What follows belongs to an exercise in optimizing a design on an open flow for small area, a short achievable clock period and few clock cycles per item; a production flow would make more cautious choices. Function was checked by simulation only, so behaviour that the tests miss may differ from the original. Power figures rest on the tool's default switching activity, not on a simulated workload.

**constraint.sdc**
```tcl
create_clock -name core_clock -period 45.0 [get_ports {clk}]
set_input_delay 9.0000 -clock core_clock [delete_from_list [all_inputs] [get_ports {clk}]]
set_output_delay 9.0000 -clock core_clock [all_outputs]
set_load 0.01 [all_outputs]
```
**design.v**
```verilog
module tremcore (
  input             clk,
  input             rst,         
  input             cmd_valid,
  input      [31:0] cmd_data,
  output            cmd_ready,
  output            out_valid,
  input             out_ready,
  output     [31:0] out_data,
  output     [31:0] status,
  output            idle
);
  localparam [31:0] C_ZERO   = 32'h00000000;
  localparam [31:0] C_ONE    = 32'h3F800000;
  localparam [31:0] C_HALF   = 32'h3F000000;
  localparam [31:0] C_SMOOTH = 32'h3DCCCCCD;
  localparam [31:0] FREQ_MIN = 32'h34000000;
  localparam [1:0] UNBUILT = 2'd0, INACTIVE = 2'd1, ACTIVE = 2'd2;
  localparam [2:0] P_HDR = 3'd0, P_W1 = 3'd1, P_W2 = 3'd2, P_W3 = 3'd3,
                   P_SMP = 3'd4, P_DISC = 3'd5;
  localparam [2:0] AD_NONE = 3'd0, AD_A = 3'd1, AD_B = 3'd2, AD_GCUR = 3'd3,
                   AD_FACT = 3'd4, AD_AH = 3'd5, AD_BH = 3'd6, AD_MF = 3'd7;
  localparam [2:0] MD_NONE = 3'd0, MD_A = 3'd1, MD_B = 3'd2, MD_C = 3'd3,
                   MD_OUT = 3'd4;
  localparam [3:0] BU_LAST = 4'd13;
  reg  [1:0]  life;
  reg         mode_sel;
  reg         cfg_err, seq_err, ill_cmd;
  reg  [7:0]  tmask;           
  reg  [23:0] sr_m;            
  reg  signed [11:0] sr_e;     
  reg  [31:0] ph, pinc, gcur, gtgt, fact, ftgt;
  reg  [31:0] a_r, b_r;        
  reg  [31:0] q0, q1;
  reg         q0v, q1v;
  reg         rdy_r;
  reg         exp_hdr, lock;
  reg  [1:0]  opl;
  reg  [23:0] nsl;
  wire        take = cmd_valid & rdy_r;
  assign cmd_ready = rdy_r;
  wire [3:0]  c_op  = cmd_data[31:28];
  wire        c_ill = (c_op == 4'h0) || c_op[3] || (cmd_data[27:24] != 4'h0) ||
                      ((c_op != 4'h1) && (c_op != 4'h5) && (cmd_data[23:0] != 24'd0));
  reg  [1:0]  c_nops;
  always @* begin
    case (c_op[2:0])
      3'd1:    c_nops = 2'd1;
      3'd2, 3'd3, 3'd4: c_nops = 2'd2;
      3'd5:    c_nops = 2'd3;
      default: c_nops = 2'd0;
    endcase
  end
  wire        pop;             
  reg         lock_n, exp_hdr_n;
  reg  [1:0]  opl_n;
  reg  [23:0] nsl_n;
  reg         q0v_n, q1v_n;
  always @* begin
    lock_n    = lock | (take & exp_hdr & c_ill);
    exp_hdr_n = exp_hdr;
    opl_n     = opl;
    nsl_n     = nsl;
    if (take) begin
      if (exp_hdr) begin
        opl_n     = c_nops;
        nsl_n     = (c_op == 4'h5) ? cmd_data[23:0] : 24'd0;
        exp_hdr_n = (c_nops == 2'd0);
      end else if (opl != 2'd0) begin
        opl_n     = opl - 2'd1;
        exp_hdr_n = (opl == 2'd1) && (nsl == 24'd0);
      end else begin
        nsl_n     = nsl - 24'd1;
        exp_hdr_n = (nsl == 24'd1);
      end
    end
    q0v_n = q0v;
    q1v_n = q1v;
    case ({pop, take})
      2'b10: begin q0v_n = q1v;  q1v_n = 1'b0; end
      2'b01: begin q0v_n = 1'b1; q1v_n = q0v;  end
      2'b11: begin q0v_n = 1'b1; q1v_n = q1v;  end
      default: ;
    endcase
  end
  always @(posedge clk) begin
    if (pop & q1v)        q0 <= q1;
    else if (!q0v | pop)  q0 <= cmd_data;
    if ((q0v & ~pop & ~q1v) | (pop & q1v)) q1 <= cmd_data;
    if (rst) begin
      q0v <= 1'b0; q1v <= 1'b0;
      rdy_r <= 1'b1;
      exp_hdr <= 1'b1; lock <= 1'b0;
      opl <= 2'd0; nsl <= 24'd0;
    end else begin
      q0v <= q0v_n; q1v <= q1v_n;
      lock <= lock_n;
      rdy_r <= ~lock_n & ~(q0v_n & q1v_n);
      exp_hdr <= exp_hdr_n; opl <= opl_n; nsl <= nsl_n;
    end
  end
  wire [3:0]  h_op  = q0[31:28];
  wire [23:0] h_n   = q0[23:0];
  wire        h_ill = (h_op == 4'h0) || h_op[3] || (q0[27:24] != 4'h0) ||
                      ((h_op != 4'h1) && (h_op != 4'h5) && (h_n != 24'd0));
  wire        m_nan   = (q0[30:23] == 8'hFF) && (q0[22:0] != 0);
  wire        m_sel   = m_nan ? 1'b1 :
                        q0[31] ? 1'b0 :
                        (q0[30:0] < C_HALF[30:0]) ? 1'b0 : 1'b1;
  wire        g_nan   = (q0[30:23] == 8'hFF) && (q0[22:0] != 0);
  wire [31:0] g_clamp = q0[31] ? C_ZERO :
                        (q0[30:0] > C_ONE[30:0]) ? C_ONE : q0;
  wire        f_fin   = (q0[30:23] != 8'hFF);
  wire        f_low   = q0[31] || (q0[30:0] < FREQ_MIN[30:0]);
  wire [31:0] f_san   = f_low ? FREQ_MIN : q0;
  wire        sr_ok   = ~q0[31] && (q0[30:23] != 8'hFF) && (q0[30:0] != 31'd0);
  wire [23:0] sr_m0   = {q0[30:23] != 8'd0, q0[22:0]};
  wire [4:0]  sr_lz;
  tc_lzc32 u_srlz (.x({sr_m0, 8'hFF}), .n(sr_lz));
  reg         hn_ok;
  reg  [7:0]  hn_mask;
  always @* begin
    hn_ok = 1'b1;
    case (h_n)
      24'd1:   hn_mask = 8'h00;
      24'd2:   hn_mask = 8'h80;
      24'd4:   hn_mask = 8'hC0;
      24'd8:   hn_mask = 8'hE0;
      24'd16:  hn_mask = 8'hF0;
      24'd32:  hn_mask = 8'hF8;
      24'd64:  hn_mask = 8'hFC;
      24'd128: hn_mask = 8'hFE;
      24'd256: hn_mask = 8'hFF;
      default: begin hn_mask = 8'hFF; hn_ok = 1'b0; end
    endcase
  end
  reg  [31:0] add_a, add_b, mul_a, mul_b;
  reg  [2:0]  add_d, mul_d;       
  reg  [2:0]  add_d1, mul_d1;     
  reg  [2:0]  add_dr, mul_dr;     
  wire [31:0] add_y, mul_y;
  tc_fadd3 u_add (.clk(clk), .a(add_a), .b(add_b), .y(add_y));
  tc_fmul3 u_mul (.clk(clk), .a(mul_a), .b(mul_b), .y(mul_y));
  wire        div_busy, div_busy_n, div_done;
  wire [31:0] div_q;
  reg         div_start;
  tc_fdiv_srt u_div (.clk(clk), .rst(rst), .start(div_start), .a(fact), .mb(sr_m), .eb(sr_e),
                     .busy(div_busy), .busy_n(div_busy_n), .done(div_done), .q(div_q));
  wire        pinc_wr = div_done && (div_q[30:23] != 8'hFF);
  function [31:0] halve(input [31:0] v);
    halve = (v[30:0] == 31'd0) ? v : {v[31], v[30:23] - 8'd1, v[22:0]};
  endfunction
  reg  [2:0]  ps, ps_n;
  reg  [2:0]  op_r;
  reg         refused;
  reg         n_ok;
  reg  [7:0]  n_mask;
  reg  [23:0] gen_left;        
  reg  [31:0] xq0, xq1;        
  reg  [1:0]  xq_cnt;
  reg         sgen;            
  reg         is_blk;          
  reg         msel_pkt;
  reg         bu_act;
  reg  [3:0]  bu_st;
  reg         bu_div;
  reg         ph_pend;         
  reg  [2:0]  ph_st;           
  reg  [26:0] qal;             
  reg         cval;            
  reg  [27:0] pss_r;
  reg  [7:0]  pse_r;
  reg         gv1;
  reg  [31:0] w_r;
  reg  [31:0] c_r;
  reg         cv;
  reg  [31:0] mff0, mff1, mff2, mff3;
  reg  [1:0]  mf_wp, mf_rp;
  reg  [2:0]  mf_cnt, mf_res;
  reg  [31:0] oh, of0, of1, of2;
  reg         ohv;
  reg  [1:0]  of_wp, of_rp;
  reg  [1:0]  of_cnt;
  reg  [2:0]  out_res;
  reg         idle_r;
  wire        allowed_life = (h_op == 4'h1) ? (life == UNBUILT) :
                             ((h_op == 4'h2) || (h_op == 4'h7)) ? (life != UNBUILT) :
                             (life == ACTIVE);
  wire        hdr_wait = ((h_op == 4'h1) || (h_op == 4'h2) || (h_op == 4'h3) || (h_op == 4'h5)) &&
                         (bu_act || div_busy || (ph_st != 3'd0) || sgen || (mf_res != 3'd0) ||
                          (xq_cnt != 2'd0));
  wire        bu_go  = (ps == P_W2) && q0v && !refused && (op_r != 3'd4);
  wire        bu_ab  = (op_r == 3'd2);
  wire [3:0]  bu_cur = bu_go ? (bu_ab ? 4'd10 : 4'd0) : bu_st;
  wire [31:0] ftgt_w2 = f_fin ? f_san : ftgt;
  wire        bu_on  = bu_go | bu_act;
  wire        ab_ok  = !bu_on;
  wire        pinc_ok = !div_busy && !bu_on;
  wire [7:0]  ph_e  = ph[30:23];
  wire [7:0]  ph_t  = {1'b1, ph[22:16]} >> (3'd6 - ph_e[2:0]);
  wire [7:0]  a256  = ((ph_e < 8'd119) ? 8'd0 : ph_t) & tmask;
  wire        w_pos0 = ~a256[7] & (a256[6:0] != 7'd0);
  wire [31:0] rom_w;
  tc_sine_rom u_rom (.a(a256), .y(rom_w));
  wire [27:0] f_sum = {2'b01, ph[22:0], 3'b000} + {1'b0, qal};
  wire        f_inc = f_sum[2] & (f_sum[1] | f_sum[0] | f_sum[3]);
  wire [24:0] f_mr  = {1'b0, f_sum[26:3]} + {24'd0, f_inc};
  wire        f_ok  = cval && !f_sum[27] && !f_mr[24];
  wire [27:0] g_sum;
  wire [7:0]  g_eb;
  tc_phsum   u_phs (.p(ph), .q(pinc), .sum(g_sum), .eb(g_eb));
  wire [31:0] g_s;
  tc_phround u_phr (.sum(pss_r), .eb(pse_r), .y(g_s));
  wire [31:0] ph_frac;
  tc_frac    u_fr (.s(ph), .y(ph_frac));
  wire [7:0]  pq_e  = (pinc[30:23] == 8'd0) ? 8'd1 : pinc[30:23];
  wire [26:0] qal_n;
  tc_align   u_qal (.m({pinc[30:23] != 8'd0, pinc[22:0]}), .d(ph_e - pq_e), .y(qal_n));
  reg  [2:0]  sin_if;          
  wire        g0_go = ((ps == P_SMP) || sgen) && (gen_left != 24'd0) && ab_ok && !ph_pend &&
                      (!msel_pkt || (sin_if == 3'd0)) &&
                      (ph_st == 3'd0) && (mf_res < 3'd4);
  wire        ph_adv = pinc_ok && (ph_st == 3'd0) && (g0_go || ph_pend);
  wire        xq_ne = (xq_cnt != 2'd0);
  wire        x_blk = !xq_ne && (ps == P_SMP);
  wire        x_av  = xq_ne || (x_blk && q0v);
  reg  [31:0] mf_head;
  always @* begin
    case (mf_rp)
      2'd0: mf_head = mff0;
      2'd1: mf_head = mff1;
      2'd2: mf_head = mff2;
      default: mf_head = mff3;
    endcase
  end
  wire        y_go  = x_av && (mf_cnt != 3'd0) && !gv1 &&
                      (out_res < 3'd4);
  wire [31:0] x_op  = xq_ne ? xq0 : q0;
  wire        smp_done = (ps == P_SMP) && (gen_left == 24'd0) && (mf_res == 3'd0);
  always @* begin
    add_a = a_r; add_b = c_r; add_d = AD_NONE;
    mul_a = x_op; mul_b = mf_head; mul_d = MD_NONE;
    div_start = 1'b0;
    if (bu_on) begin
      case (bu_cur)
        4'd0:  begin add_a = ftgt_w2; add_b = {~fact[31], fact[30:0]}; add_d = AD_B; end
        4'd1:  begin add_a = gtgt;  add_b = {~gcur[31], gcur[30:0]}; add_d = AD_A; end
        4'd3:  begin mul_a = C_SMOOTH; mul_b = b_r; mul_d = MD_B; end
        4'd4:  begin mul_a = C_SMOOTH; mul_b = a_r; mul_d = MD_A; end
        4'd6:  begin add_a = fact;  add_b = b_r; add_d = AD_FACT; end
        4'd7:  begin add_a = gcur;  add_b = a_r; add_d = AD_GCUR; end
        4'd9:  div_start = bu_div;
        4'd10: begin add_a = C_ONE; add_b = gcur; add_d = AD_AH; end
        4'd11: begin add_a = C_ONE; add_b = {~gcur[31], gcur[30:0]}; add_d = AD_BH; end
        default: ;
      endcase
    end else begin
      if (cv) begin
        add_a = a_r; add_b = c_r; add_d = AD_MF;
      end else if (g0_go && msel_pkt) begin
        add_a = a_r; add_b = {w_pos0 ? b_r[31] : ~b_r[31], b_r[30:0]}; add_d = AD_MF;
      end
      if (gv1) begin
        mul_a = b_r; mul_b = w_r; mul_d = MD_C;
      end else if (y_go) begin
        mul_d = MD_OUT;
      end
    end
  end
  wire        hdr_go = (ps == P_HDR) && q0v && !hdr_wait;
  wire        w1_go  = (ps == P_W1) && q0v && ((op_r != 3'd4) || refused || (xq_cnt != 2'd2));
  wire        w2_go  = (ps == P_W2) && q0v && ((op_r != 3'd4) || refused || !sgen);
  wire        xq_push = w1_go && (op_r == 3'd4) && !refused;
  wire        sgen_set = w2_go && (op_r == 3'd4) && !refused;
  wire        w3_go  = (ps == P_W3) && q0v;
  assign pop = hdr_go || w1_go || w2_go || w3_go || ((ps == P_DISC) && q0v) ||
               (y_go && x_blk);
  always @* begin
    ps_n = ps;
    case (ps)
      P_HDR:  if (hdr_go && !h_ill && (h_op != 4'h6) && (h_op != 4'h7)) ps_n = P_W1;
      P_W1:   if (w1_go) ps_n = (op_r == 3'd1) ? P_HDR : P_W2;
      P_W2:   if (w2_go) ps_n = (op_r == 3'd5) ? P_W3 : P_HDR;
      P_W3:   if (q0v) ps_n = (gen_left == 24'd0) ? P_HDR : refused ? P_DISC : P_SMP;
      P_SMP:  if (smp_done) ps_n = P_HDR;
      P_DISC: if (q0v && (gen_left == 24'd1)) ps_n = P_HDR;
      default: ps_n = P_HDR;
    endcase
  end
  reg  [2:0]  ph_st_n;
  always @* begin
    ph_st_n = ph_st;
    case (ph_st)
      3'd0: if (ph_adv && !f_ok) ph_st_n = 3'd1;
            else if (pinc_wr) ph_st_n = 3'd4;
      3'd1: ph_st_n = 3'd2;
      3'd2: ph_st_n = (g_s[30:23] >= 8'd127) ? 3'd3 : 3'd4;
      3'd3: ph_st_n = 3'd4;
      default: ph_st_n = 3'd0;
    endcase
    if (w2_go && (op_r == 3'd2) && !refused) ph_st_n = 3'd0;
  end
  wire        opop  = ohv & out_ready;
  wire        oins  = (mul_dr == MD_OUT);
  wire        hload = ~ohv | out_ready;
  wire        of_ne = (of_cnt != 2'd0);
  wire        of_st = oins & ~(hload & ~of_ne);    
  reg  [31:0] of_head;
  always @* begin
    case (of_rp)
      2'd0: of_head = of0;
      2'd1: of_head = of1;
      default: of_head = of2;
    endcase
  end
  wire [2:0]  out_res_n = out_res + {2'd0, y_go} - {2'd0, opop};
  wire        bu_act_n  = bu_go | (bu_act & (bu_st != BU_LAST));
  wire [1:0]  xq_cnt_n  = xq_cnt + {1'b0, xq_push} - {1'b0, y_go && xq_ne};
  wire        sgen_n    = sgen_set | (sgen & !g0_go);
  wire [2:0]  mf_res_n  = mf_res + {2'd0, g0_go} - {2'd0, y_go};
  wire        out_zero_n = !y_go && ((out_res == 3'd0) || ((out_res == 3'd1) && opop));
  wire        idle_n    = (ps_n == P_HDR) && !(q0v & !(pop & !q1v)) && !take && (exp_hdr | lock) &&
                          !bu_act_n && !sgen_n && (mf_res_n == 3'd0) && (xq_cnt_n == 2'd0) &&
                          !div_busy_n && out_zero_n && (ph_st_n == 3'd0);
  always @(posedge clk) begin
    if (add_dr == AD_A) a_r <= add_y;
    if (mul_dr == MD_A) a_r <= mul_y;
    if (add_dr == AD_AH) a_r <= halve(add_y);
    if (add_dr == AD_B) b_r <= add_y;
    if (mul_dr == MD_B) b_r <= mul_y;
    if (add_dr == AD_BH) b_r <= halve(add_y);
    if (add_dr == AD_GCUR) gcur <= add_y;
    if (add_dr == AD_FACT) fact <= add_y;
    if (mul_dr == MD_C) c_r <= mul_y;
    if (add_dr == AD_MF) begin
      case (mf_wp)
        2'd0: mff0 <= add_y;
        2'd1: mff1 <= add_y;
        2'd2: mff2 <= add_y;
        default: mff3 <= add_y;
      endcase
    end
    if (pinc_wr) pinc <= div_q;
    if (g0_go) w_r <= rom_w;
    if (ph_st == 3'd0) begin
      if (ph_adv && f_ok) ph <= {1'b0, ph[30:23], f_mr[22:0]};
    end else if (ph_st == 3'd2) begin
      ph <= g_s;
    end else if (ph_st == 3'd3) begin
      ph <= ph_frac;
    end
    pss_r <= g_sum;
    pse_r <= g_eb;
    if (ph_st == 3'd4) qal <= qal_n;
    if (oins) begin
      case (of_wp)
        2'd0: of0 <= mul_y;
        2'd1: of1 <= mul_y;
        default: of2 <= mul_y;
      endcase
    end
    if (hload) oh <= of_ne ? of_head : mul_y;
    if (hdr_go) begin
      op_r    <= h_op[2:0];
      refused <= !allowed_life;
      n_ok    <= hn_ok;
      n_mask  <= hn_mask;
    end
    if (w1_go) begin
      case (op_r)
        3'd1: if (!refused && n_ok && sr_ok) begin
          tmask <= n_mask;
          sr_m  <= sr_m0 << sr_lz;
          sr_e  <= $signed({4'd0, (q0[30:23] == 8'd0) ? 8'd1 : q0[30:23]}) -
                   $signed({7'd0, sr_lz});
        end
        3'd2: if (!refused) begin
          gcur <= g_nan ? C_ONE : g_clamp;
          gtgt <= g_nan ? C_ONE : g_clamp;
        end
        3'd4: ;
        default: if (!refused && !g_nan) gtgt <= g_clamp;
      endcase
    end
    if (w2_go) begin
      case (op_r)
        3'd2: if (!refused) begin
          fact <= f_fin ? f_san : FREQ_MIN;
          ftgt <= f_fin ? f_san : FREQ_MIN;
          ph   <= C_ZERO;
          pinc <= C_ZERO;
        end
        3'd4: if (!refused) msel_pkt <= m_sel;
        default: if (!refused && f_fin) ftgt <= f_san;
      endcase
    end
    if (w3_go) msel_pkt <= m_sel;
    if (y_go && xq_ne) begin
      xq0 <= (xq_cnt == 2'd2) ? xq1 : q0;
      xq1 <= q0;
    end else begin
      if (xq_cnt == 2'd0) xq0 <= q0;
      if (xq_cnt == 2'd1) xq1 <= q0;
    end
    if (rst) begin
      ps <= P_HDR;
      life <= UNBUILT;
      mode_sel <= 1'b0;
      cfg_err <= 1'b0; seq_err <= 1'b0; ill_cmd <= 1'b0;
      bu_act <= 1'b0; bu_st <= 4'd0; bu_div <= 1'b0;
      add_d1 <= AD_NONE; mul_d1 <= MD_NONE;
      add_dr <= AD_NONE; mul_dr <= MD_NONE;
      ph_pend <= 1'b0; ph_st <= 3'd0; cval <= 1'b0;
      gv1 <= 1'b0; cv <= 1'b0; sin_if <= 3'd0;
      mf_wp <= 2'd0; mf_rp <= 2'd0; mf_cnt <= 3'd0; mf_res <= 3'd0;
      ohv <= 1'b0; of_wp <= 2'd0; of_rp <= 2'd0; of_cnt <= 2'd0; out_res <= 3'd0;
      xq_cnt <= 2'd0; sgen <= 1'b0; is_blk <= 1'b0; gen_left <= 24'd0;
      idle_r <= 1'b1;
    end else begin
      ps <= ps_n;
      idle_r <= idle_n;
      add_d1 <= add_d; add_dr <= add_d1;
      mul_d1 <= mul_d; mul_dr <= mul_d1;
      bu_act <= bu_act_n;
      if (bu_go) begin
        bu_st  <= bu_ab ? 4'd11 : 4'd1;
        bu_div <= !bu_ab;
      end else if (bu_act) begin
        bu_st <= bu_st + 4'd1;
      end
      ph_st <= ph_st_n;
      if (ph_adv)     ph_pend <= 1'b0;
      else if (g0_go) ph_pend <= 1'b1;
      if (ph_st == 3'd4) cval <= (ph_e != 8'd0) && (ph_e >= pq_e);
      if (pinc_wr) cval <= 1'b0;
      if (w2_go && (op_r == 3'd2) && !refused) cval <= 1'b0;
      gv1 <= g0_go && !msel_pkt;
      cv  <= (mul_dr == MD_C);
      sin_if <= sin_if + {2'd0, g0_go && !msel_pkt} - {2'd0, cv};
      if (g0_go) gen_left <= gen_left - 24'd1;
      if (add_dr == AD_MF) mf_wp <= mf_wp + 2'd1;
      if (y_go) mf_rp <= mf_rp + 2'd1;
      mf_cnt <= mf_cnt + {2'd0, add_dr == AD_MF} - {2'd0, y_go};
      mf_res <= mf_res + {2'd0, g0_go} - {2'd0, y_go};
      xq_cnt <= xq_cnt + {1'b0, xq_push} - {1'b0, y_go && xq_ne};
      if (sgen_set)   sgen <= 1'b1;
      else if (g0_go) sgen <= 1'b0;
      out_res <= out_res_n;
      if (of_st) of_wp <= (of_wp == 2'd2) ? 2'd0 : of_wp + 2'd1;
      if (hload & of_ne) of_rp <= (of_rp == 2'd2) ? 2'd0 : of_rp + 2'd1;
      of_cnt <= of_cnt + {1'b0, of_st} - {1'b0, hload & of_ne};
      if (hload) ohv <= of_ne | oins;
      case (ps)
        P_HDR: if (hdr_go) begin
          if (h_op == 4'h5) gen_left <= h_n;
          if (h_ill) begin
            ill_cmd <= 1'b1;
          end else if (h_op == 4'h6) begin
            if (allowed_life) life <= INACTIVE;
            else              seq_err <= 1'b1;
          end else if (h_op == 4'h7) begin
            if (allowed_life) life <= UNBUILT;
            else              seq_err <= 1'b1;
          end else begin
            if (!allowed_life) seq_err <= 1'b1;
          end
        end
        P_W1: if (q0v) begin
          if ((op_r == 3'd1) && !refused) begin
            if (n_ok && sr_ok) life <= INACTIVE;
            else               cfg_err <= 1'b1;
          end
        end
        P_W2: if (w2_go) begin
          if ((op_r == 3'd2) && !refused) begin
            mode_sel <= 1'b0;
            life <= ACTIVE;
          end
          if ((op_r == 3'd4) && !refused) begin
            mode_sel <= m_sel;
            gen_left <= 24'd1;
          end
        end
        P_W3: if (q0v) begin
          if ((gen_left != 24'd0) && !refused) begin
            mode_sel <= m_sel;
            is_blk   <= 1'b1;
          end
        end
        P_DISC: if (q0v) gen_left <= gen_left - 24'd1;
        default: ;
      endcase
    end
  end
  assign out_valid = ohv;
  assign out_data  = oh;
  assign status    = {25'd0, ill_cmd, seq_err, cfg_err, 1'b0, mode_sel, life};
  assign idle      = idle_r;
endmodule
module tc_lzc8 (
  input      [7:0] x,
  output reg [3:0] n
);
  always @* begin
    casez (x)
      8'b1???????: n = 4'd0;
      8'b01??????: n = 4'd1;
      8'b001?????: n = 4'd2;
      8'b0001????: n = 4'd3;
      8'b00001???: n = 4'd4;
      8'b000001??: n = 4'd5;
      8'b0000001?: n = 4'd6;
      8'b00000001: n = 4'd7;
      default:     n = 4'd8;
    endcase
  end
endmodule
module tc_lzc32 (
  input  [31:0] x,
  output [4:0]  n
);
  wire [3:0] n3, n2, n1, n0;
  tc_lzc8 u3 (.x(x[31:24]), .n(n3));
  tc_lzc8 u2 (.x(x[23:16]), .n(n2));
  tc_lzc8 u1 (.x(x[15:8]),  .n(n1));
  tc_lzc8 u0 (.x(x[7:0]),   .n(n0));
  assign n = !n3[3] ? {2'd0, n3[2:0]} :
             !n2[3] ? {2'd1, n2[2:0]} :
             !n1[3] ? {2'd2, n1[2:0]} :
                      {2'd3, n0[2:0]};
endmodule
module tc_lzc48 (
  input  [47:0] x,
  output [5:0]  n
);
  wire [3:0] n5, n4, n3, n2, n1, n0;
  tc_lzc8 u5 (.x(x[47:40]), .n(n5));
  tc_lzc8 u4 (.x(x[39:32]), .n(n4));
  tc_lzc8 u3 (.x(x[31:24]), .n(n3));
  tc_lzc8 u2 (.x(x[23:16]), .n(n2));
  tc_lzc8 u1 (.x(x[15:8]),  .n(n1));
  tc_lzc8 u0 (.x(x[7:0]),   .n(n0));
  assign n = !n5[3] ? {3'd0, n5[2:0]} :
             !n4[3] ? {3'd1, n4[2:0]} :
             !n3[3] ? {3'd2, n3[2:0]} :
             !n2[3] ? {3'd3, n2[2:0]} :
             !n1[3] ? {3'd4, n1[2:0]} :
                      {3'd5, n0[2:0]};
endmodule
module tc_round_pack (
  input                s,
  input  signed [11:0] e,
  input         [26:0] m,
  output reg    [31:0] y
);
  reg  [11:0] sh;
  reg  [4:0]  sh5;
  reg  [26:0] ms;
  reg         inc;
  reg  [24:0] mr;
  reg         sub;
  always @* begin
    sub = (e < 12'sd1);
    sh  = 12'd1 - e;
    sh5 = sh[4:0];
    if (!sub) begin
      ms = m;
    end else if (sh >= 12'd27) begin
      ms = {26'd0, |m};
    end else begin
      ms = m >> sh5;
      ms[0] = ms[0] | (|(m & ~({27{1'b1}} << sh5)));
    end
    inc = ms[2] & (ms[1] | ms[0] | ms[3]);
    mr  = {1'b0, ms[26:3]} + {24'd0, inc};
    if (sub) begin
      y = {s, 7'd0, mr[23], mr[22:0]};
    end else if (mr[24]) begin
      if (e >= 12'sd254) y = {s, 8'hFF, 23'd0};
      else               y = {s, e[7:0] + 8'd1, 23'd0};
    end else begin
      if (e >= 12'sd255) y = {s, 8'hFF, 23'd0};
      else               y = {s, e[7:0], mr[22:0]};
    end
  end
endmodule
module tc_fmul3 (
  input         clk,
  input  [31:0] a,
  input  [31:0] b,
  output reg [31:0] y
);
  wire        s      = a[31] ^ b[31];
  wire        a_nan  = (a[30:23] == 8'hFF) && (a[22:0] != 0);
  wire        b_nan  = (b[30:23] == 8'hFF) && (b[22:0] != 0);
  wire        a_inf  = (a[30:23] == 8'hFF) && (a[22:0] == 0);
  wire        b_inf  = (b[30:23] == 8'hFF) && (b[22:0] == 0);
  wire        a_zero = (a[30:0] == 0);
  wire        b_zero = (b[30:0] == 0);
  wire [7:0]  ea = (a[30:23] == 8'd0) ? 8'd1 : a[30:23];
  wire [7:0]  eb = (b[30:23] == 8'd0) ? 8'd1 : b[30:23];
  wire [23:0] ma = {a[30:23] != 8'd0, a[22:0]};
  wire [23:0] mb = {b[30:23] != 8'd0, b[22:0]};
  reg  [35:0] pl_r, ph_r;
  reg  signed [11:0] e1_r;
  reg         s1_r;
  reg  [1:0]  k1_r;    
  always @(posedge clk) begin
    pl_r <= ma * mb[11:0];
    ph_r <= ma * mb[23:12];
    e1_r <= $signed({4'd0, ea}) + $signed({4'd0, eb}) - 12'sd126;
    s1_r <= s;
    k1_r <= (a_nan || b_nan || (a_inf && b_zero) || (b_inf && a_zero)) ? 2'd1 :
            (a_inf || b_inf) ? 2'd2 :
            (a_zero || b_zero) ? 2'd3 : 2'd0;
  end
  wire [47:0] p = {12'd0, pl_r} + {ph_r, 12'd0};
  wire [5:0]  lz;
  tc_lzc48 u_lz (.x(p), .n(lz));
  reg  [47:0] p_r;
  reg  [5:0]  lz_r;
  reg  signed [11:0] e_r;
  reg         s_r;
  reg  [1:0]  k_r;
  always @(posedge clk) begin
    p_r  <= p;
    lz_r <= lz;
    e_r  <= e1_r;
    s_r  <= s1_r;
    k_r  <= k1_r;
  end
  wire [47:0] pn = p_r << lz_r;
  wire [26:0] mn = {pn[47:22], |pn[21:0]};
  wire signed [11:0] en = e_r - $signed({6'd0, lz_r});
  wire [31:0] rp;
  tc_round_pack u_rp (.s(s_r), .e(en), .m(mn), .y(rp));
  always @* begin
    case (k_r)
      2'd1:    y = 32'h7FC00000;
      2'd2:    y = {s_r, 8'hFF, 23'd0};
      2'd3:    y = {s_r, 31'd0};
      default: y = rp;
    endcase
  end
endmodule
module tc_fadd3 (
  input         clk,
  input  [31:0] a,
  input  [31:0] b,
  output reg [31:0] y
);
  wire        a_nan = (a[30:23] == 8'hFF) && (a[22:0] != 0);
  wire        b_nan = (b[30:23] == 8'hFF) && (b[22:0] != 0);
  wire        a_inf = (a[30:23] == 8'hFF) && (a[22:0] == 0);
  wire        b_inf = (b[30:23] == 8'hFF) && (b[22:0] == 0);
  wire        swap  = (b[30:0] > a[30:0]);
  wire [7:0]  ea = (a[30:23] == 8'd0) ? 8'd1 : a[30:23];
  wire [7:0]  eb = (b[30:23] == 8'd0) ? 8'd1 : b[30:23];
  wire [23:0] ma = {a[30:23] != 8'd0, a[22:0]};
  wire [23:0] mb = {b[30:23] != 8'd0, b[22:0]};
  wire [7:0]  dab = ea - eb;
  wire [7:0]  dba = eb - ea;
  wire [7:0]  ex = swap ? eb : ea;    
  wire [23:0] mx = swap ? mb : ma;
  wire [23:0] mz = swap ? ma : mb;
  wire [7:0]  d  = swap ? dba : dab;
  wire [4:0]  d5 = d[4:0];
  reg  [26:0] zal;
  always @* begin
    if (d >= 8'd27) begin
      zal = {26'd0, |mz};
    end else begin
      zal = {mz, 3'b000} >> d5;
      zal[0] = zal[0] | (|({mz, 3'b000} & ~({27{1'b1}} << d5)));
    end
  end
  reg  [23:0] mx1_r;
  reg  [26:0] zal_r;
  reg  [7:0]  ex1_r;
  reg         sx1_r, sub1_r, zs1_r, is1_r;
  reg  [1:0]  k1_r;    
  always @(posedge clk) begin
    mx1_r  <= mx;
    zal_r  <= zal;
    ex1_r  <= ex;
    sx1_r  <= swap ? b[31] : a[31];
    sub1_r <= a[31] ^ b[31];
    zs1_r  <= a[31] & b[31];
    is1_r  <= a_inf ? a[31] : b[31];
    k1_r   <= (a_nan || b_nan || (a_inf && b_inf && (a[31] != b[31]))) ? 2'd1 :
              (a_inf || b_inf) ? 2'd2 : 2'd0;
  end
  wire [27:0] sum = sub1_r ? ({1'b0, mx1_r, 3'b000} - {1'b0, zal_r})
                           : ({1'b0, mx1_r, 3'b000} + {1'b0, zal_r});
  wire [4:0]  lz;
  tc_lzc32 u_lz (.x({sum[26:0], 5'd0}), .n(lz));
  reg  [27:0] sum_r;
  reg  [4:0]  lz_r;
  reg  [7:0]  ex_r;
  reg         sx_r, zs_r, is_r;
  reg  [1:0]  k_r;
  always @(posedge clk) begin
    sum_r <= sum;
    lz_r  <= lz;
    ex_r  <= ex1_r;
    sx_r  <= sx1_r;
    zs_r  <= zs1_r;
    is_r  <= is1_r;
    k_r   <= k1_r;
  end
  wire [26:0] sl = sum_r[26:0] << lz_r;
  wire [26:0] mn = sum_r[27] ? {sum_r[27:2], sum_r[1] | sum_r[0]} : sl;
  wire signed [11:0] en = sum_r[27] ? $signed({4'd0, ex_r}) + 12'sd1
                                    : $signed({4'd0, ex_r}) - $signed({7'd0, lz_r});
  wire [31:0] rp;
  tc_round_pack u_rp (.s(sx_r), .e(en), .m(mn), .y(rp));
  always @* begin
    if (k_r == 2'd1)         y = 32'h7FC00000;
    else if (k_r == 2'd2)    y = {is_r, 8'hFF, 23'd0};
    else if (sum_r == 28'd0) y = {zs_r, 31'd0};    
    else                     y = rp;
  end
endmodule
module tc_align (
  input  [23:0] m,
  input  [7:0]  d,
  output reg [26:0] y
);
  wire [4:0] d5 = d[4:0];
  always @* begin
    if (d >= 8'd27) begin
      y = {26'd0, |m};
    end else begin
      y = {m, 3'b000} >> d5;
      y[0] = y[0] | (|({m, 3'b000} & ~({27{1'b1}} << d5)));
    end
  end
endmodule
module tc_phsum (
  input  [31:0] p,
  input  [31:0] q,
  output [27:0] sum,
  output [7:0]  eb
);
  wire [7:0]  epx = (p[30:23] == 8'd0) ? 8'd1 : p[30:23];
  wire [7:0]  eqx = (q[30:23] == 8'd0) ? 8'd1 : q[30:23];
  wire [23:0] mp  = {p[30:23] != 8'd0, p[22:0]};
  wire [23:0] mq  = {q[30:23] != 8'd0, q[22:0]};
  wire [8:0]  dq  = {1'b0, eqx} - {1'b0, epx};
  wire        qb  = ~dq[8];
  wire [23:0] mb  = qb ? mq : mp;
  wire [23:0] ms  = qb ? mp : mq;
  wire [7:0]  d   = qb ? dq[7:0] : (8'd0 - dq[7:0]);
  wire [26:0] zal;
  tc_align u_al (.m(ms), .d(d), .y(zal));
  assign eb  = qb ? eqx : epx;
  assign sum = {1'b0, mb, 3'b000} + {1'b0, zal};
endmodule
module tc_phround (
  input  [27:0] sum,
  input  [7:0]  eb,
  output [31:0] y
);
  wire [26:0] m27 = sum[27] ? {sum[27:2], sum[1] | sum[0]} : sum[26:0];
  wire [7:0]  e1  = sum[27] ? eb + 8'd1 : eb;
  wire        inc = m27[2] & (m27[1] | m27[0] | m27[3]);
  wire [24:0] mr  = {1'b0, m27[26:3]} + {24'd0, inc};
  wire [23:0] M   = mr[24] ? mr[24:1] : mr[23:0];
  wire [7:0]  E   = mr[24] ? e1 + 8'd1 : e1;
  assign y = {1'b0, M[23] ? E : 8'd0, M[22:0]};
endmodule
module tc_frac (
  input  [31:0] s,
  output reg [31:0] y
);
  wire [7:0]  E    = s[30:23];
  wire [23:0] M    = {E != 8'd0, s[22:0]};
  wire [7:0]  kf   = 8'd150 - E;
  wire [23:0] mask = ~({24{1'b1}} << kf[4:0]);
  wire [23:0] fr   = M & mask;
  wire [4:0]  lz;
  tc_lzc32 u_lz (.x({fr, 8'd0}), .n(lz));
  wire [23:0] frs  = fr << lz;
  always @* begin
    if (E < 8'd127)       y = s;
    else if (E >= 8'd150) y = 32'd0;
    else if (fr == 24'd0) y = 32'd0;
    else                  y = {1'b0, E - {3'd0, lz}, frs[22:0]};
  end
endmodule
module tc_fdiv_srt #(parameter K = 4) (
  input             clk,
  input             rst,
  input             start,
  input      [31:0] a,
  input      [23:0] mb,
  input  signed [11:0] eb,
  output            busy,
  output            busy_n,       
  output            done,
  output     [31:0] q
);
  reg  [27:0] ws, wc;
  wire [27:0] dv = {3'd0, mb, 1'b0};    
  reg  [27:0] qp, qn;     
  reg  [2:0]  cnt;
  reg  signed [11:0] eq;
  reg  [27:0] quo;
  reg         stk;
  reg         zero;
  reg         run, cor, fin;
  wire [23:0] ma0 = {a[30:23] != 8'd0, a[22:0]};
  wire [7:0]  ea  = (a[30:23] == 8'd0) ? 8'd1 : a[30:23];
  wire [4:0]  lza;
  tc_lzc32 u_lz (.x({ma0, 8'hFF}), .n(lza));
  reg  [27:0] s, c, s2, c2, v, m;
  reg  [3:0]  y;
  reg  [K-1:0] dp, dn;
  integer     i;
  always @* begin
    s = ws; c = wc;
    for (i = K - 1; i >= 0; i = i - 1) begin
      s2 = {s[26:0], 1'b0};
      c2 = {c[26:0], 1'b0};
      y  = s2[27:24] + c2[27:24];
      dp[i] = ~y[3];                  
      dn[i] = y[3] & (y != 4'b1111);  
      v  = dp[i] ? ~dv : (dn[i] ? dv : 28'd0);
      s  = s2 ^ c2 ^ v;
      m  = (s2 & c2) | (s2 & v) | (c2 & v);
      c  = {m[26:0], dp[i]};
    end
  end
  wire [27:0] w    = ws + wc;
  wire        wneg = w[27];
  wire [27:0] qf   = qp - qn - {27'd0, wneg};
  wire        wnz  = wneg ? (w != (28'd0 - dv)) : (w != 28'd0);
  assign busy   = run | cor | fin;
  assign busy_n = run | cor | (start & !busy);
  assign done   = fin;
  always @(posedge clk) begin
    if (rst) begin
      run <= 1'b0;
      cor <= 1'b0;
      fin <= 1'b0;
    end else begin
      fin <= cor;
      cor <= 1'b0;
      if (run) begin
        ws <= s;
        wc <= c;
        qp <= {qp[27-K:0], dp};
        qn <= {qn[27-K:0], dn};
        cnt <= cnt - 3'd1;
        if (cnt == 3'd0) begin
          run <= 1'b0;
          cor <= 1'b1;
        end
      end else if (cor) begin
        quo <= qf;
        stk <= wnz;
      end else if (start && !fin) begin
        ws   <= {4'd0, ma0 << lza};
        wc   <= 28'd0;
        qp   <= 28'd0;
        qn   <= 28'd0;
        cnt  <= 28 / K - 1;
        eq   <= $signed({4'd0, ea}) - $signed({7'd0, lza}) - eb + 12'sd127;
        zero <= (a[30:0] == 31'd0);
        run  <= 1'b1;
      end
    end
  end
  wire [26:0] mn = quo[27] ? {quo[27:2], quo[1] | quo[0] | stk}
                           : {quo[26:1], quo[0] | stk};
  wire signed [11:0] en = quo[27] ? eq : eq - 12'sd1;
  wire [31:0] rp;
  tc_round_pack u_rp (.s(1'b0), .e(en), .m(mn), .y(rp));
  assign q = zero ? 32'd0 : rp;
endmodule
module tc_sine_rom (
  input      [7:0]  a,
  output     [31:0] y
);
  wire [6:0] j  = a[6:0];
  wire [6:0] jj = (j > 7'd64) ? (7'd0 - j) : j;    
  reg  [30:0] m;
  always @* begin
    case (jj)
      7'd0:  m = 31'h00000000;
      7'd1:  m = 31'h3cc90ab0;
      7'd2:  m = 31'h3d48fb30;
      7'd3:  m = 31'h3d96a905;
      7'd4:  m = 31'h3dc8bd36;
      7'd5:  m = 31'h3dfab273;
      7'd6:  m = 31'h3e164083;
      7'd7:  m = 31'h3e2f10a2;
      7'd8:  m = 31'h3e47c5c2;
      7'd9:  m = 31'h3e605c13;
      7'd10: m = 31'h3e78cfcc;
      7'd11: m = 31'h3e888e93;
      7'd12: m = 31'h3e94a031;
      7'd13: m = 31'h3ea09ae5;
      7'd14: m = 31'h3eac7cd4;
      7'd15: m = 31'h3eb8442a;
      7'd16: m = 31'h3ec3ef15;
      7'd17: m = 31'h3ecf7bca;
      7'd18: m = 31'h3edae880;
      7'd19: m = 31'h3ee63375;
      7'd20: m = 31'h3ef15aea;
      7'd21: m = 31'h3efc5d27;
      7'd22: m = 31'h3f039c3d;
      7'd23: m = 31'h3f08f59b;
      7'd24: m = 31'h3f0e39da;
      7'd25: m = 31'h3f13682a;
      7'd26: m = 31'h3f187fc0;
      7'd27: m = 31'h3f1d7fd1;
      7'd28: m = 31'h3f226799;
      7'd29: m = 31'h3f273656;
      7'd30: m = 31'h3f2beb4a;
      7'd31: m = 31'h3f3085bb;
      7'd32: m = 31'h3f3504f3;
      7'd33: m = 31'h3f396842;
      7'd34: m = 31'h3f3daef9;
      7'd35: m = 31'h3f41d870;
      7'd36: m = 31'h3f45e403;
      7'd37: m = 31'h3f49d112;
      7'd38: m = 31'h3f4d9f02;
      7'd39: m = 31'h3f514d3d;
      7'd40: m = 31'h3f54db31;
      7'd41: m = 31'h3f584853;
      7'd42: m = 31'h3f5b941a;
      7'd43: m = 31'h3f5ebe05;
      7'd44: m = 31'h3f61c598;
      7'd45: m = 31'h3f64aa59;
      7'd46: m = 31'h3f676bd8;
      7'd47: m = 31'h3f6a09a7;
      7'd48: m = 31'h3f6c835e;
      7'd49: m = 31'h3f6ed89e;
      7'd50: m = 31'h3f710908;
      7'd51: m = 31'h3f731447;
      7'd52: m = 31'h3f74fa0b;
      7'd53: m = 31'h3f76ba07;
      7'd54: m = 31'h3f7853f8;
      7'd55: m = 31'h3f79c79d;
      7'd56: m = 31'h3f7b14be;
      7'd57: m = 31'h3f7c3b28;
      7'd58: m = 31'h3f7d3aac;
      7'd59: m = 31'h3f7e1324;
      7'd60: m = 31'h3f7ec46d;
      7'd61: m = 31'h3f7f4e6d;
      7'd62: m = 31'h3f7fb10f;
      7'd63: m = 31'h3f7fec43;
      7'd64: m = 31'h3f800000;
      default: m = 31'h00000000;
    endcase
  end
  assign y = {a[7] & (j != 7'd0), m};
endmodule
```
**run.sh**
```bash
#!/bin/bash
# synth_recipe.tcl (not shown) runs the flow's synth.tcl, then flattens the netlist and writes it again
# the make line also repeats each setting of config.mk as NAME=value (left out here)
make -C /OpenROAD-flow-scripts/flow DESIGN_CONFIG=/design/flow/config.mk WORK_HOME=/design/flow/orfs CLKGATE_MAP_FILE= SYNTH_SCRIPT=/design/flow/synth_recipe.tcl finish
```
**config.mk**
```make
export PLATFORM = sky130hd
export DESIGN_NAME = tremcore
export DESIGN_NICKNAME = tremcore
export VERILOG_FILES = /design/flow/design.v
export SDC_FILE = /design/flow/constraint.sdc
export NUM_CORES = 4
export LEC_CHECK = 0
export ABC_CLOCK_PERIOD_IN_PS = 10000
export CAP_MARGIN = 20
export CORE_MARGIN = 2
export CORE_UTILIZATION = 40
export PLACE_DENSITY = 0.6
export SLEW_MARGIN = 20
export SYNTH_MEMORY_MAX_BITS = 16384
```
==> run notes <==
## final timing paths
kind                                     start            end  slack (ps)  cells after the start
worst max-delay path              u_div.ws[24]   u_div.ws[14]       33750                     43
worst min-delay path            u_mul.e1_r[10]  u_mul.e_r[10]         300                      0
worst max register to register    u_div.ws[24]   u_div.ws[14]       33750                     43
worst min register to register  u_mul.e1_r[10]  u_mul.e_r[10]         300                      0
## layout make-up
type	instances	area (um2)
Fill cell	29321	167000
Multi-Input combinational cell	10426	76700
Sequential cell	1356	35200
Tap cell	3939	4930
Clock buffer	190	4310
Inverter	1035	3880
Timing Repair Buffer	389	3140
Clock inverter	102	1400
Antenna cell	9	22.5
## cell usage after synthesis, types with 90 or more instances
| cell | count |
|---|---|
| sky130_fd_sc_hd__nand3_1 | 281 |
| sky130_fd_sc_hd__a21o_1 | 91 |
| sky130_fd_sc_hd__o31ai_1 | 93 |
| sky130_fd_sc_hd__ha_1 | 579 |
| sky130_fd_sc_hd__mux4_2 | 117 |
| sky130_fd_sc_hd__xnor2_1 | 340 |
| sky130_fd_sc_hd__a211oi_1 | 148 |
| sky130_fd_sc_hd__nor2b_1 | 116 |
| sky130_fd_sc_hd__o211ai_1 | 139 |
| sky130_fd_sc_hd__nand2_1 | 1656 |
| sky130_fd_sc_hd__mux2_2 | 191 |
| sky130_fd_sc_hd__and3_1 | 113 |
| sky130_fd_sc_hd__mux2i_1 | 510 |
| sky130_fd_sc_hd__nor3_1 | 305 |
| sky130_fd_sc_hd__a31oi_1 | 127 |
| sky130_fd_sc_hd__nand4_1 | 100 |
| sky130_fd_sc_hd__fa_1 | 559 |
| sky130_fd_sc_hd__or3_1 | 90 |
| sky130_fd_sc_hd__a22oi_1 | 100 |
| sky130_fd_sc_hd__edfxtp_1 | 808 |
| sky130_fd_sc_hd__and2_1 | 213 |
| sky130_fd_sc_hd__inv_1 | 1010 |
| sky130_fd_sc_hd__nor4_1 | 128 |
| sky130_fd_sc_hd__buf_1 | 91 |
| sky130_fd_sc_hd__nor2_1 | 1252 |
| sky130_fd_sc_hd__a21oi_1 | 838 |
| sky130_fd_sc_hd__a222oi_1 | 108 |
| sky130_fd_sc_hd__xor2_1 | 188 |
| sky130_fd_sc_hd__clkbuf_1 | 723 |
| sky130_fd_sc_hd__o21ai_0 | 823 |
| sky130_fd_sc_hd__nand2b_1 | 104 |
| sky130_fd_sc_hd__dfxtp_1 | 548 |
## stage by stage
step	cells	instance area [um2]
6_report	17446	130000
5_1_grt	17439	130000
4_1_cts	17433	129000
3_5_place_dp	17141	124000
3_3_place_gp	17141	124000
2_1_floorplan	13722	119000
## logic make-up (layout without fill, tap and decap cells)
logic type | after synthesis | in the layout | share of synthesized area [%]
compound gates | 3280 | 3280 | 18.1
buf+inv | 1940 | 1716 | 6.40
flops | 1356 | 1356 | 29.7
fa+ha+maj | 1139 | 1139 | 15.5
xor+xnor | 528 | 528 | 3.89
other cells | 1 | 37 | 0.00316
mux | 825 | 825 | 8.46
simple gates | 4626 | 4626 | 18.0
## metal layers
| metal | global-route usage, % | vias to the layer above | routed length, um |
|---|---|---|---|
| li1 | - | 48187 | - |
| met5 | 0 | - | 149 |
| met3 | 4.79 | 922 | 39500 |
| met2 | 42.3 | 5064 | 185000 |
| met1 | 37.5 | 51019 | 177000 |
| met4 | 11.8 | 22 | 20500 |
## where the power goes
part | total, mW | internal (mW) | switching [mW] | leakage (nW)
Clock | 1.42 | 0.838 | 0.582 | 2.78
Sequential | 1.61 | 1.49 | 0.117 | 12.0
Combinational | 3.77 | 1.43 | 2.35 | 36.9
## worst reg2reg max path: cells and delay by family, from the launching register on
kind	cells	cell delay [ps]
AOI/OAI and AO/OA	14	3370
adders and majority gates	8	3240
buffers and inverters	9	1700
xor gates and xnor gates	7	1160
and+or+nand+nor	4	800
DFF	1	450
muxes	1	260
==> run notes <==
# TYPE chip_impl_metric gauge
chip_impl_metric{name="worst_setup_margin",unit="ps"} 33750
chip_impl_metric{name="postCtsSetupRepairBufs",unit=""} 0
chip_impl_metric{name="yosys.cell_types.count",unit=""} 126
chip_impl_metric{name="ctsLongestPathBuffers",unit=""} 4
chip_impl_metric{name="grt_util_all_layers",unit="%"} 27.3
chip_impl_info{name="timing.critical_path.max_delay_family",value="compound AO/OA/AOI/OAI gates"} 1
chip_impl_metric{name="final_net_count",unit=""} 14542
chip_impl_info{name="outcome",value="complete, no violations"} 1
chip_impl_metric{name="setup_violations",unit=""} 0
chip_impl_metric{name="sequential_element_share_of_the_synthesized_area",unit="%"} 29.7
chip_impl_metric{name="final_hold_viol_count",unit=""} 0
chip_impl_metric{name="antenna_found_initial",unit=""} 16
chip_impl_metric{name="worst-endpoint-arrival",unit="ps"} 11880
chip_impl_metric{name="synth_enable_flop_cells",unit=""} 808
chip_impl_metric{name="timing.max_cap.violations",unit=""} 0
chip_impl_metric{name="timing.setup.tns",unit="ps"} 0
chip_impl_metric{name="cts.clk_slew.worst_paths",unit="ps"} 60
chip_impl_metric{name="path_buf_inv",unit=""} 9
chip_impl_metric{name="drt-wirelength-per-cell",unit="um"} 24.2
chip_impl_metric{name="number_of_instances_in_the_synthesized_netlist",unit=""} 13695
chip_impl_metric{name="gates_resized_cts_repair",unit=""} 0
chip_impl_metric{name="syn_area_per_cell",unit="um2"} 8.67
chip_impl_info{name="ys_dominant_reg_cell",value="sky130_fd_sc_hd__edfxtp_1"} 1
chip_impl_info{name="post-synth-top-area-cell",value="sky130_fd_sc_hd__edfxtp_1"} 1
chip_impl_metric{name="final_clock_period_utilization_by_the_worst_path",unit="%"} 25.0
chip_impl_metric{name="fp.coreArea",unit="um2"} 296000
chip_impl_info{name="path_class",value="reg -> reg"} 1
chip_impl_metric{name="floorplan.die_area",unit="um2"} 301000
chip_impl_metric{name="finalWeightedCongestion",unit=""} 0.992
chip_impl_metric{name="floorplan.die.width",unit="um"} 549
chip_impl_metric{name="timing.final.max_slew_violations",unit=""} 0
chip_impl_metric{name="number_of_flip_flops_and_latches_in_the_synthesized_netlist",unit=""} 1356
chip_impl_metric{name="place.port_buffers",unit=""} 76
chip_impl_metric{name="postCtsHoldBufs",unit=""} 0
chip_impl_metric{name="grt_max_degree",unit=""} 76
chip_impl_metric{name="share_of_synthesized_flip_flops_with_an_asynchronous_set_or_reset",unit="%"} 0
chip_impl_metric{name="worst_path_largest_cell_delay",unit="ps"} 630
chip_impl_metric{name="remaining_drc_errors",unit=""} 0
chip_impl_metric{name="tightest_slew",unit="ps"} 1220
chip_impl_metric{name="global_route_wire_length_before_repair",unit="um"} 636000
chip_impl_metric{name="routed_via_density",unit=""} 6.03
chip_impl_metric{name="utilization",unit="%"} 43.7
chip_impl_metric{name="die_h",unit="um"} 549
chip_impl_metric{name="boundaryPins",unit=""} 103
chip_impl_info{name="layout_commonest_cell",value="sky130_fd_sc_hd__nand2_1"} 1
chip_impl_metric{name="dpl.hpwl",unit="um"} 314000
chip_impl_info{name="slowest_stage",value="sky130_fd_sc_hd__a31oi_4"} 1
chip_impl_info{name="largest_registers",value="u_mul.p_r (48), u_mul.ph_r (36), u_mul.pl_r (36)"} 1
chip_impl_metric{name="clock_skew",unit="ps"} 99.1
chip_impl_metric{name="drtPass1Iterations",unit=""} 11
chip_impl_metric{name="drt_iter0_markers",unit=""} 12765
chip_impl_metric{name="synth.cell_area",unit="um2"} 119000
chip_impl_metric{name="synth.yosys.warnings",unit=""} 9
chip_impl_metric{name="fin_total_pwr",unit="mW"} 6.80
chip_impl_info{name="end_kind",value="register"} 1
chip_impl_info{name="clk_root_buffer_cell",value="sky130_fd_sc_hd__clkbuf_16"} 1
chip_impl_metric{name="worst_hold_slack",unit="ps"} 301
chip_impl_metric{name="critical_path.max_fanout",unit=""} 29
chip_impl_metric{name="critical_path_required",unit="ps"} 45630
chip_impl_metric{name="largest_register_ffs",unit=""} 48
chip_impl_metric{name="synth_top_cell_area_share",unit="%"} 20.4
chip_impl_metric{name="preCtsSetupSlack",unit="ps"} 33380
chip_impl_metric{name="layout-area-overhead-vs-synth",unit="%"} 9.10
chip_impl_metric{name="power_per_standard_cell_area",unit="nW/um2"} 52.5
chip_impl_metric{name="numClockSinks",unit=""} 1356
chip_impl_metric{name="power.leakage",unit="nW"} 51.7
chip_impl_metric{name="timing.fmax",unit="GHz"} 0.0889
chip_impl_metric{name="slew_headroom",unit="%"} 16.4
chip_impl_info{name="cpMostUsedCell",value="sky130_fd_sc_hd__a21oi_1"} 1
chip_impl_metric{name="htreeDepth",unit=""} 4
chip_impl_metric{name="clock_latency_late_sink",unit="ps"} 910
chip_impl_metric{name="wl",unit="um"} 423000
chip_impl_metric{name="via_count",unit=""} 105214
chip_impl_metric{name="cts_buffers",unit=""} 160
chip_impl_metric{name="initial_utilization",unit="%"} 40.1
chip_impl_info{name="rsz_0062_raised_after_global_routing",value="false"} 1
chip_impl_metric{name="globalRoute.totalOverflow",unit=""} 0
chip_impl_info{name="post_synth_main_area_contributors",value="sky130_fd_sc_hd__edfxtp_1 20%, sky130_fd_sc_hd__fa_1 9.4%, sky130_fd_sc_hd__dfxtp_1 9.2%"} 1
chip_impl_metric{name="core.rowCount",unit=""} 200
chip_impl_info{name="min_path_type",value="reg -> reg"} 1
chip_impl_info{name="worstSetupStartpointType",value="register"} 1
chip_impl_metric{name="grt_pass1_vias",unit=""} 99356
chip_impl_metric{name="vdd_ir_drop_max",unit="mV"} 0.0643
chip_impl_metric{name="antenna_violating_nets_post_route",unit=""} 0
chip_impl_info{name="max_flop_register",value="u_mul.p_r"} 1
chip_impl_info{name="layout_common_cells",value="1651 x sky130_fd_sc_hd__nand2_1, 1240 x sky130_fd_sc_hd__nor2_1, 1010 x sky130_fd_sc_hd__inv_1"} 1
chip_impl_metric{name="layout_min_cycle_time",unit="ps"} 11250
chip_impl_info{name="cts_tree",value="yes"} 1
chip_impl_metric{name="fraction_of_final_layout_cells_sized_beyond_drive_strength_1",unit="%"} 8.69
Testbench counts, summed over its fixed seeds: cycles 7,494, items 2,905.

-- separate check: timing with driven ports --
No port has a modelled driver above. Below, the same layout with a new extraction and two added sets of constraints.
Step 1 (the two cells are an assumption about what drives the block):
set clk [get_ports {clk}]
set_driving_cell -lib_cell sky130_fd_sc_hd__clkbuf_16 $clk
set_driving_cell -lib_cell sky130_fd_sc_hd__buf_2 [delete_from_list [all_inputs] $clk]
Step 2 adds t to the input delays and takes it off the output delays; t is the mean of the earliest and latest rising clock arrival at the registers after step 1. Input paths then give back, and output paths get back, about the clock's delay inside the block.
a / b / c = no drivers / after step 1 / after step 2; a / b = the first two.
t, ns: 0.954
setup slack, ns: 33.749 / 33.749 / 33.427
worst setup path after step 2: input to register
worst slew at a driven data input, ns: 0.09
After both steps setup and hold are still met in this run. The setup slack of this run moves by 0.000 ns with the drivers and by -0.322 ns with both steps.
